From an optimization exercise on the open Yosys and OpenROAD flow, aimed at small area, a short achievable clock period and few clock cycles; shortcuts taken in it are not production practice.
RTL that was checked went through simulation tests only; none was proved equivalent to the original.

Setup of wip/raven:
Design gcx_enc, start of the top module:
module gcx_enc (
    input  wire        clk,
    input  wire        rst,         
    input  wire        in_valid,
    output wire        in_ready,
    input  wire [15:0] in_data,
    input  wire        in_key,
    input  wire        in_last,
    output wire        out_valid,
    input  wire        out_ready,
    output wire [31:0] out_data,
    output wire        out_last,
    output wire        done,
    output wire [31:0] hash,
    output wire [31:0] lcg
);
Size: roughly 2300 cells after synthesis, about 120 I/O pins, about 18000 um2 of cells after synthesis.
Settings: LEC_CHECK=0, ABC_AREA=1, CAP_MARGIN=50, CORE_MARGIN=2, CORE_UTILIZATION=40, SLEW_MARGIN=60; clock period 36.0 ns.
run.sh (not shown) runs the stock make flow with config.mk's settings and CLKGATE_MAP_FILE= SYNTH_SCRIPT=/design/flow/synth_recipe.tcl, a recipe that flattens the netlist after the stock synthesis.
#### Input delta (wip/nickel over wip/raven)
--- a/flow/design.v
+++ b/flow/design.v
@@ -180,18 +180,19 @@
     reg         np;          
     reg  [13:0] sbuf;        
     reg  [2:0]  L;           
     reg         inpay;       
     reg         lastin;      
     reg         rdy;
     reg         ov;          
     reg  [5:0]  ocs;         
     reg         oc1, oc3;    
+    reg  [3:0]  ob;          
     reg         olast;
     reg         dn;
     wire fire  = in_valid & rdy;
     wire fkey  = fire & in_key;
     wire fbyte = fire & ~in_key;
     wire adv   = ~ov | out_ready;
     wire [11:0] a1_0 = t1_0(Y[3:0]);
     wire [11:0] a1_1 = t1_1(Y[7:4]);
     wire [11:0] a1_2 = t1_2(Y[11:8]);
@@ -915,18 +916,30 @@
     wire [1:0]  c    = (lastin & ~full) ? L[1:0] : 2'd3;
     wire        beat = adv & inpay & (full | fbyte | (lastin & (L != 3'd0)));
     wire [3:0]  Ln   = beat ? T - {2'd0, c} : T;
     wire        lastn = (fbyte & in_last) | (lastin & ~dn);
     wire        upd   = uv & (~lastin | dn);
     wire        uvn   = fkey | (uv & ~upd);
     wire        uln   = fkey ? in_last : ul;
     wire        npn   = (upd & ul) | (np & ~dn);
     wire        dnn   = (ov & out_ready & olast) | (np & ~dn);
+    wire        w_last = lastin & ~dn;
+    wire        w_uv   = uv & ~upd;
+    wire        w_np   = (upd & ul) | (np & ~dn);
+    wire        w_beat = adv & inpay & (full | (lastin & (L != 3'd0)));
+    wire [2:0]  w_L0   = w_beat ? L - {1'b0, c} : L;           
+    wire        w_room0 = (w_L0 <= 3'd3);
+    wire        w_room1 = adv & inpay & (L <= 3'd2);           
+    wire        r_none = ~((w_uv & ul) | w_np) & (dnn | (w_last ? ~w_uv : w_room0));
+    wire        r_key  = ~w_np & (dnn | (~w_last & w_room0));
+    wire        r_byte = ~((w_uv & ul) | w_np) & (dnn | (w_last ? ~w_uv : w_room1));
+    wire        r_lbyte = ~((w_uv & ul) | w_np) & (dnn | ~w_uv);
+    wire        rdyn = ~fire ? r_none : in_key ? (~in_last & r_key) : (in_last ? r_lbyte : r_byte);
     wire [31:0] hb = h;
     wire hm_0 = ~hb[0] ^ u[0] ^ 1'b1;
     wire hm_1 = (~hb[0] & u[0]) | (~hb[0] & 1'b1) | (u[0] & 1'b1);
     wire hm_2 = hb[0] ^ ~hb[5] ^ u[5];
     wire hm_3 = (hb[0] & ~hb[5]) | (hb[0] & u[5]) | (~hb[5] & u[5]);
     wire hm_4 = hb[1] ^ ~hb[6] ^ u[6];
     wire hm_5 = (hb[1] & ~hb[6]) | (hb[1] & u[6]) | (~hb[6] & u[6]);
     wire hm_6 = hb[2] ^ ~hb[7] ^ u[7];
     wire hm_7 = (hb[2] & ~hb[7]) | (hb[2] & u[7]) | (~hb[7] & u[7]);
@@ -1079,18 +1092,20 @@
     wire hm_154 = hm_135 ? hm_140 : hm_52;
     wire hm_155 = hm_135 ? hm_142 : hm_54;
     wire hm_156 = hm_135 ? hm_144 : hm_56;
     wire hm_157 = hm_135 ? hm_146 : hm_58;
     wire hm_158 = hm_135 ? hm_148 : hm_60;
     wire hm_159 = hm_135 ? hm_150 : hm_62;
     wire hm_160 = hm_135 ? hm_151 : 1'b0;
     wire [31:0] hn = {hm_159, hm_158, hm_157, hm_156, hm_155, hm_154, hm_153, hm_152, hm_134, hm_133, hm_132, hm_131, hm_130, hm_129, hm_128, hm_127, hm_109, hm_108, hm_107, hm_106, hm_105, hm_104, hm_103, hm_102, hm_68, hm_66, hm_64, hm_36, hm_32, hm_28, hm_24, hm_0};
     wire [5:0] cs = qv[21:16] ^ {k1, k2, k3};
+    wire [7:0] q1b = e1({cs[5:2], c == 2'd1});
+    wire [7:0] q2b = e2({c, cs[3:0]});
     always @(posedge clk) begin
         if (fkey) begin
             u  <= in_data;
             uf <= hfirst;
         end
         ul <= uln;
         if (upd)
             h <= uf ? {16'd0, u} : hn;    
         if (conv | np) begin
@@ -1102,18 +1117,19 @@
         end else if (beat) begin
             Y  <= (c == 2'd3) ? y3 : (c == 2'd2) ? y2 : y1;
             zw <= (c == 2'd3) ? w3 : (c == 2'd2) ? w2 : w1;
             qY <= (c == 2'd3) ? n3 : (c == 2'd2) ? n2 : n1;
         end
         if (adv) begin
             ocs   <= cs;
             oc1   <= (c == 2'd1);
             oc3   <= (c == 2'd3);
+            ob    <= {q2b[2:1], q1b[1:0]};
             olast <= lastin & ~L[2];
         end
         if (rst) begin
             hfirst <= 1'b1;
             sbuf   <= 14'd0;
             L      <= 3'd0;
             inpay  <= 1'b0;
             lastin <= 1'b0;
             np     <= 1'b0;
@@ -1126,24 +1142,26 @@
         end else begin
             hfirst <= (fire & in_last) | (hfirst & ~fkey);
             uv     <= uvn;
             seedp  <= fbyte & ~inpay & ~seedp;
             sbuf   <= beat ? qe[15:2] : qe[21:8];
             L      <= Ln[2:0];
             inpay  <= seedp | (inpay & ~conv);
             lastin <= lastn;
             np     <= npn;
-            rdy    <= ~((uvn & uln) | npn) & (dnn | (lastn ? ~uvn : (Ln <= 4'd3)));
+            rdy    <= rdyn;
             ov     <= beat | (ov & ~out_ready);
             dn     <= dnn;
             conv   <= beat & lastin & ~L[2];
         end
     end
-    assign out_data  = {e3({oc3, ocs[1:0]}), e2({~oc1, oc1 | oc3, ocs[3:0]}),
-                        e1({ocs[5:2], oc1}), e0(ocs[5:4])};
+    wire [7:0] oq2 = e2({~oc1, oc1 | oc3, ocs[3:0]});
+    wire [7:0] oq1 = e1({ocs[5:2], oc1});
+    assign out_data  = {e3({oc3, ocs[1:0]}), oq2[7:3], ob[3:2], oq2[0],
+                        oq1[7:2], ob[1:0], e0(ocs[5:4])};
     assign out_valid = ov;
     assign out_last  = olast;
     assign in_ready  = rdy;
     assign done      = dn;
     assign hash      = h;
     assign lcg       = {h[31:18] & {14{np}}, Y[11:0], zw};
 endmodule
Findings:
wip/nickel has completed all stages; timing, DRC and antenna checks passed.
Looking at horizontal extent of the die across wip/nickel and wip/raven, the one that comes out higher is wip/raven.
Per the comparison of wip/nickel with wip/raven, average cell area after synthesis picked up an extra 0.59%, clock sink total moved up, global-route wire length before repair fell 660 um, slew at the pin closest to its max-slew limit rose by 11 ps, core utilization of the finished layout has increased.
Relative to wip/raven, post-synthesis to final-layout area growth has increased by 2.0 points in wip/nickel.
Via count of the first global-routing pass, wip/nickel and wip/raven, higher one = wip/raven.
No functional check of the RTL was part of any run of this note.

* * *

== before ==
gcx_enc, a different RTL version from the one above (not shown whole).
Size in the first run: ~120 flip-flops, ~120 I/O pins, roughly 0.019 mm2 of cells after synthesis.
// gcx_enc
module gcx_enc (
    input  wire        clk,
    input  wire        rst,         
    input  wire        in_valid,
    output wire        in_ready,
    input  wire [15:0] in_data,
    input  wire        in_key,
    input  wire        in_last,
    output wire        out_valid,
    input  wire        out_ready,
    output wire [31:0] out_data,
    output wire        out_last,
    output wire        done,
    output wire [31:0] hash,
    output wire [31:0] lcg
);
make LEC_CHECK=0 CAP_MARGIN=50 CORE_MARGIN=2 CORE_UTILIZATION=40 SLEW_MARGIN=60 finish   # period 36.0 ns
In summary, before completed successfully, with a layout that passed the timing, design-rule and antenna checks.
Modified inputs, after compared to before
diff --git a/flow/design.v b/flow/design.v
--- a/flow/design.v
+++ b/flow/design.v
@@ -854,41 +854,29 @@
     wire cx_25 = (Y[12] & cva[12]) | (Y[12] & cvb[12]) | (cva[12] & cvb[12]);
     wire cx_26 = Y[13] ^ cva[13] ^ cvb[13];
     wire cx_27 = (Y[13] & cva[13]) | (Y[13] & cvb[13]) | (cva[13] & cvb[13]);
     wire cx_28 = Y[14] ^ cva[14] ^ cvb[14];
     wire cx_29 = (Y[14] & cva[14]) | (Y[14] & cvb[14]) | (cva[14] & cvb[14]);
     wire [17:0] cx0 = {cva[17], cva[16], cx_29, cx_27, cx_25, cx_23, cx_21, cx_19, cx_17, cx_15, cx_13, cx_11, cx_9, cx_7, cx_5, cx_3, cx_1, cx_0};
     wire [17:0] cx1 = {1'b0, 1'b0, cva[15], cx_28, cx_26, cx_24, cx_22, cx_20, cx_18, cx_16, cx_14, cx_12, cx_10, cx_8, cx_6, cx_4, cx_2, 1'b0};
     wire [17:0] sc = cx0 + cx1;
-    wire [21:0] qv = {sbuf, 8'd0} | ({in_data[7:0], 14'd0} >> {L, 1'b0});
+    wire [21:0] qv = {sbuf, 8'd0} | ({in_data[7:0], 14'd0} >> {L[1:0], 1'b0});
     wire [21:0] qe = fbyte ? qv : {sbuf, 8'd0};
     wire [3:0]  T  = {1'b0, L} + (fbyte ? 4'd4 : 4'd0);
     wire        full = L[2] | (L[1] & L[0]);
     wire [1:0]  c    = (lastin & ~full) ? L[1:0] : 2'd3;
     wire        beat = adv & inpay & (full | fbyte | (lastin & (L != 3'd0)));
     wire [3:0]  Ln   = beat ? T - {2'd0, c} : T;
     wire        lastn = (fbyte & in_last) | (lastin & ~dn);
     wire        upd   = uv & (~lastin | dn);
     wire        uvn   = fkey | (uv & ~upd);
     wire        uln   = fkey ? in_last : ul;
     wire        npn   = (upd & ul) | (np & ~dn);
     wire        dnn   = (ov & out_ready & olast) | (np & ~dn);
-    wire        w_last = lastin & ~dn;
-    wire        w_uv   = uv & ~upd;
-    wire        w_np   = (upd & ul) | (np & ~dn);
-    wire        w_beat = adv & inpay & (full | (lastin & (L != 3'd0)));
-    wire [2:0]  w_L0   = w_beat ? L - {1'b0, c} : L;           
-    wire        w_room0 = (w_L0 <= 3'd3);
-    wire        w_room1 = adv & inpay & (L <= 3'd2);      
-    wire        r_none = ~((w_uv & ul) | w_np) & (dnn | (w_last ? ~w_uv : w_room0));
-    wire        r_key  = ~w_np & (dnn | (~w_last & w_room0));
-    wire        r_byte = ~((w_uv & ul) | w_np) & (dnn | (w_last ? ~w_uv : w_room1));
-    wire        r_lbyte = ~((w_uv & ul) | w_np) & (dnn | ~w_uv);
-    wire        rdyn = ~fire ? r_none : in_key ? (~in_last & r_key) : (in_last ? r_lbyte : r_byte);
     wire [31:0] hb = h;
     wire hm_0 = ~hb[0] ^ u[0] ^ 1'b1;
     wire hm_1 = (~hb[0] & u[0]) | (~hb[0] & 1'b1) | (u[0] & 1'b1);
     wire hm_2 = hb[0] ^ ~hb[5] ^ u[5];
     wire hm_3 = (hb[0] & ~hb[5]) | (hb[0] & u[5]) | (~hb[5] & u[5]);
     wire hm_4 = hb[1] ^ ~hb[6] ^ u[6];
     wire hm_5 = (hb[1] & ~hb[6]) | (hb[1] & u[6]) | (~hb[6] & u[6]);
     wire hm_6 = hb[2] ^ ~hb[7] ^ u[7];
@@ -1042,17 +1030,17 @@
     wire hm_154 = hm_135 ? hm_140 : hm_52;
     wire hm_155 = hm_135 ? hm_142 : hm_54;
     wire hm_156 = hm_135 ? hm_144 : hm_56;
     wire hm_157 = hm_135 ? hm_146 : hm_58;
     wire hm_158 = hm_135 ? hm_148 : hm_60;
     wire hm_159 = hm_135 ? hm_150 : hm_62;
     wire hm_160 = hm_135 ? hm_151 : 1'b0;
     wire [31:0] hn = {hm_159, hm_158, hm_157, hm_156, hm_155, hm_154, hm_153, hm_152, hm_134, hm_133, hm_132, hm_131, hm_130, hm_129, hm_128, hm_127, hm_109, hm_108, hm_107, hm_106, hm_105, hm_104, hm_103, hm_102, hm_68, hm_66, hm_64, hm_36, hm_32, hm_28, hm_24, hm_0};
-    wire [5:0] cs = qv[21:16] ^ {k1, k2, k3};
+    wire [5:0] cs = qe[21:16] ^ {k1, k2, k3};
     wire [7:0] q0 = e0(cs[5:4]);
     wire [7:0] q1 = e1({cs[5:2], c == 2'd1});
     wire [7:0] q2 = e2({c, cs[3:0]});
     wire [7:0] q3 = e3({c == 2'd3, cs[1:0]});
     always @(posedge clk) begin
         if (fkey) begin
             u  <= in_data;
             uf <= hfirst;
@@ -1092,17 +1080,17 @@
             hfirst <= (fire & in_last) | (hfirst & ~fkey);
             uv     <= uvn;
             seedp  <= fbyte & ~inpay & ~seedp;
             sbuf   <= beat ? qe[15:2] : qe[21:8];
             L      <= Ln[2:0];
             inpay  <= seedp | (inpay & ~conv);
             lastin <= lastn;
             np     <= npn;
-            rdy    <= rdyn;
+            rdy    <= ~((uvn & uln) | npn) & (dnn | (lastn ? ~uvn : (Ln <= 4'd3)));
             ov     <= beat | (ov & ~out_ready);
             dn     <= dnn;
             conv   <= beat & lastin & ~L[2];
         end
     end
     assign out_data  = odat;
     assign out_valid = ov;
     assign out_last  = olast;
### Flow results
- NOTE: post-synthesis instance total in after falls short of that of before
- Going from before to after, count of multi-input combinational gates shrank by a few percent.
Testbench counts of after, summed over its fixed seeds: cycles 13,046.
No functional check of the RTL was part of before.

* * *

## the reference run
RTL: one of the versions met above, not the one the previous note started from.
For scale: about 2,300 cells after synthesis, roughly 120 flip-flops, ~120 I/O pins.
Settings: LEC_CHECK=0, ABC_AREA=1, CAP_MARGIN=50, CORE_MARGIN=2, CORE_UTILIZATION=40, SLEW_MARGIN=60; clock period 36.0 ns.
Testbench counts of the reference run, summed over its fixed seeds: cycles 13,046.
What the trial run does differently from the reference run at the input level:
--- a/flow/design.v
+++ b/flow/design.v
@@ -181,13 +181,14 @@
     reg  [13:0] sbuf;        
     reg  [2:0]  L;           
     reg         inpay;       
     reg         lastin;      
     reg         rdy;
     reg         ov;          
-    reg  [31:0] odat;        
+    reg  [5:0]  ocs;         
+    reg  [1:0]  oc;          
     reg         olast;
     reg         dn;
     wire fire  = in_valid & rdy;
     wire fkey  = fire & in_key;
     wire fbyte = fire & ~in_key;
     wire adv   = ~ov | out_ready;
@@ -856,13 +857,13 @@
     wire cx_27 = (Y[13] & cva[13]) | (Y[13] & cvb[13]) | (cva[13] & cvb[13]);
     wire cx_28 = Y[14] ^ cva[14] ^ cvb[14];
     wire cx_29 = (Y[14] & cva[14]) | (Y[14] & cvb[14]) | (cva[14] & cvb[14]);
     wire [17:0] cx0 = {cva[17], cva[16], cx_29, cx_27, cx_25, cx_23, cx_21, cx_19, cx_17, cx_15, cx_13, cx_11, cx_9, cx_7, cx_5, cx_3, cx_1, cx_0};
     wire [17:0] cx1 = {1'b0, 1'b0, cva[15], cx_28, cx_26, cx_24, cx_22, cx_20, cx_18, cx_16, cx_14, cx_12, cx_10, cx_8, cx_6, cx_4, cx_2, 1'b0};
     wire [17:0] sc = cx0 + cx1;
-    wire [21:0] qv = {sbuf, 8'd0} | ({in_data[7:0], 14'd0} >> {L[1:0], 1'b0});
+    wire [21:0] qv = {sbuf, 8'd0} | ({in_data[7:0] & {8{~L[2]}}, 14'd0} >> {L[1:0], 1'b0});
     wire [21:0] qe = fbyte ? qv : {sbuf, 8'd0};
     wire [3:0]  T  = {1'b0, L} + (fbyte ? 4'd4 : 4'd0);
     wire        full = L[2] | (L[1] & L[0]);
     wire [1:0]  c    = (lastin & ~full) ? L[1:0] : 2'd3;
     wire        beat = adv & inpay & (full | fbyte | (lastin & (L != 3'd0)));
     wire [3:0]  Ln   = beat ? T - {2'd0, c} : T;
@@ -1032,17 +1033,13 @@
     wire hm_156 = hm_135 ? hm_144 : hm_56;
     wire hm_157 = hm_135 ? hm_146 : hm_58;
     wire hm_158 = hm_135 ? hm_148 : hm_60;
     wire hm_159 = hm_135 ? hm_150 : hm_62;
     wire hm_160 = hm_135 ? hm_151 : 1'b0;
     wire [31:0] hn = {hm_159, hm_158, hm_157, hm_156, hm_155, hm_154, hm_153, hm_152, hm_134, hm_133, hm_132, hm_131, hm_130, hm_129, hm_128, hm_127, hm_109, hm_108, hm_107, hm_106, hm_105, hm_104, hm_103, hm_102, hm_68, hm_66, hm_64, hm_36, hm_32, hm_28, hm_24, hm_0};
-    wire [5:0] cs = qe[21:16] ^ {k1, k2, k3};
-    wire [7:0] q0 = e0(cs[5:4]);
-    wire [7:0] q1 = e1({cs[5:2], c == 2'd1});
-    wire [7:0] q2 = e2({c, cs[3:0]});
-    wire [7:0] q3 = e3({c == 2'd3, cs[1:0]});
+    wire [5:0] cs = qv[21:16] ^ {k1, k2, k3};
     always @(posedge clk) begin
         if (fkey) begin
             u  <= in_data;
             uf <= hfirst;
         end
         ul <= uln;
@@ -1057,13 +1054,14 @@
         end else if (beat) begin
             Y  <= (c == 2'd3) ? y3 : (c == 2'd2) ? y2 : y1;
             zw <= (c == 2'd3) ? w3 : (c == 2'd2) ? w2 : w1;
             qY <= (c == 2'd3) ? n3 : (c == 2'd2) ? n2 : n1;
         end
         if (adv) begin
-            odat  <= {q3, q2, q1, q0};
+            ocs   <= cs;
+            oc    <= c;
             olast <= lastin & ~L[2];
         end
         if (rst) begin
             hfirst <= 1'b1;
             sbuf   <= 14'd0;
             L      <= 3'd0;
@@ -1088,13 +1086,14 @@
             rdy    <= ~((uvn & uln) | npn) & (dnn | (lastn ? ~uvn : (Ln <= 4'd3)));
             ov     <= beat | (ov & ~out_ready);
             dn     <= dnn;
             conv   <= beat & lastin & ~L[2];
         end
     end
-    assign out_data  = odat;
+    assign out_data  = {e3({oc == 2'd3, ocs[1:0]}), e2({oc, ocs[3:0]}),
+                        e1({ocs[5:2], oc == 2'd1}), e0(ocs[5:4])};
     assign out_valid = ov;
     assign out_last  = olast;
     assign in_ready  = rdy;
     assign done      = dn;
     assign hash      = h;
     assign lcg       = {h[31:18] & {14{np}}, Y[11:0], zw};
Findings:
- In the trial run, via count is higher than in the reference run.
- Lower design area among the reference run and the trial run: the trial run
- H-tree level count: the trial run vs the reference run down 1
- The filler cell count in the trial run sits 76 above the value recorded for the reference run.
- Per the comparison of the trial run with the reference run, clock latency on the worst-skew pair -0.06 ns; die area closely matched the old numbers; maximum clock frequency saw a decrease; multiplexer area fraction after synthesis now sits at about the same level; wire length of the first global-routing pass went up 2.9%.
- Against the reference run, post-layout worst setup margin in the trial run came out worse.
- From the reference run to the trial run the numbers moved as follows: final-report max-slew violation count closely matched the old numbers, count of clock-buffer cells in the layout lost 8, synthesized cell count climbed 71.
The RTL of the trial run was laid out without a check of its function.

-- separate check: timing with driven ports --
The results above use ideal ports. As a check the final layouts listed here were re-extracted and re-timed, cells and wires unchanged. Step 1 assumes that a clkbuf_16 drives the clock port and a buf_2 every other input. Step 2 moves the port delays by t, midway between the first and last clock arrival at a register: inputs arrive t later, outputs are due t later. That takes back most of the time a late clock gives input paths. Three values: ideal, step 1, step 2; two values: the first two.
| run | shift t [ns] | slack for setup (ns) | hold WS [ns] | worst setup path after step 2 |
|---|---|---|---|---|
| wip/raven | 0.410 | 26.755 / 26.780 / 26.370 | 0.452 / 0.452 / 0.452 | input to register |
| wip/nickel | 0.485 | 26.515 / 26.530 / 26.045 | 0.436 / 0.436 / 0.436 | input to register |
| before | 0.487 | 26.754 / 26.781 / 26.294 | 0.429 / 0.429 / 0.429 | input to register |
| after | 0.487 | 26.689 / 26.666 / 26.224 | 0.434 / 0.434 / 0.434 | input to register |
| the reference run | 0.483 | 26.841 / 26.868 / 26.385 | 0.457 / 0.457 / 0.457 | input to register |
| the trial run | 0.416 | 26.614 / 26.563 / 26.354 | 0.449 / 0.449 / 0.449 | input to register |
After both steps every run listed still meets setup and hold. For wip/nickel, which loses most, drivers alone change the setup slack by +0.015 ns; drivers and shift together by -0.470 ns.
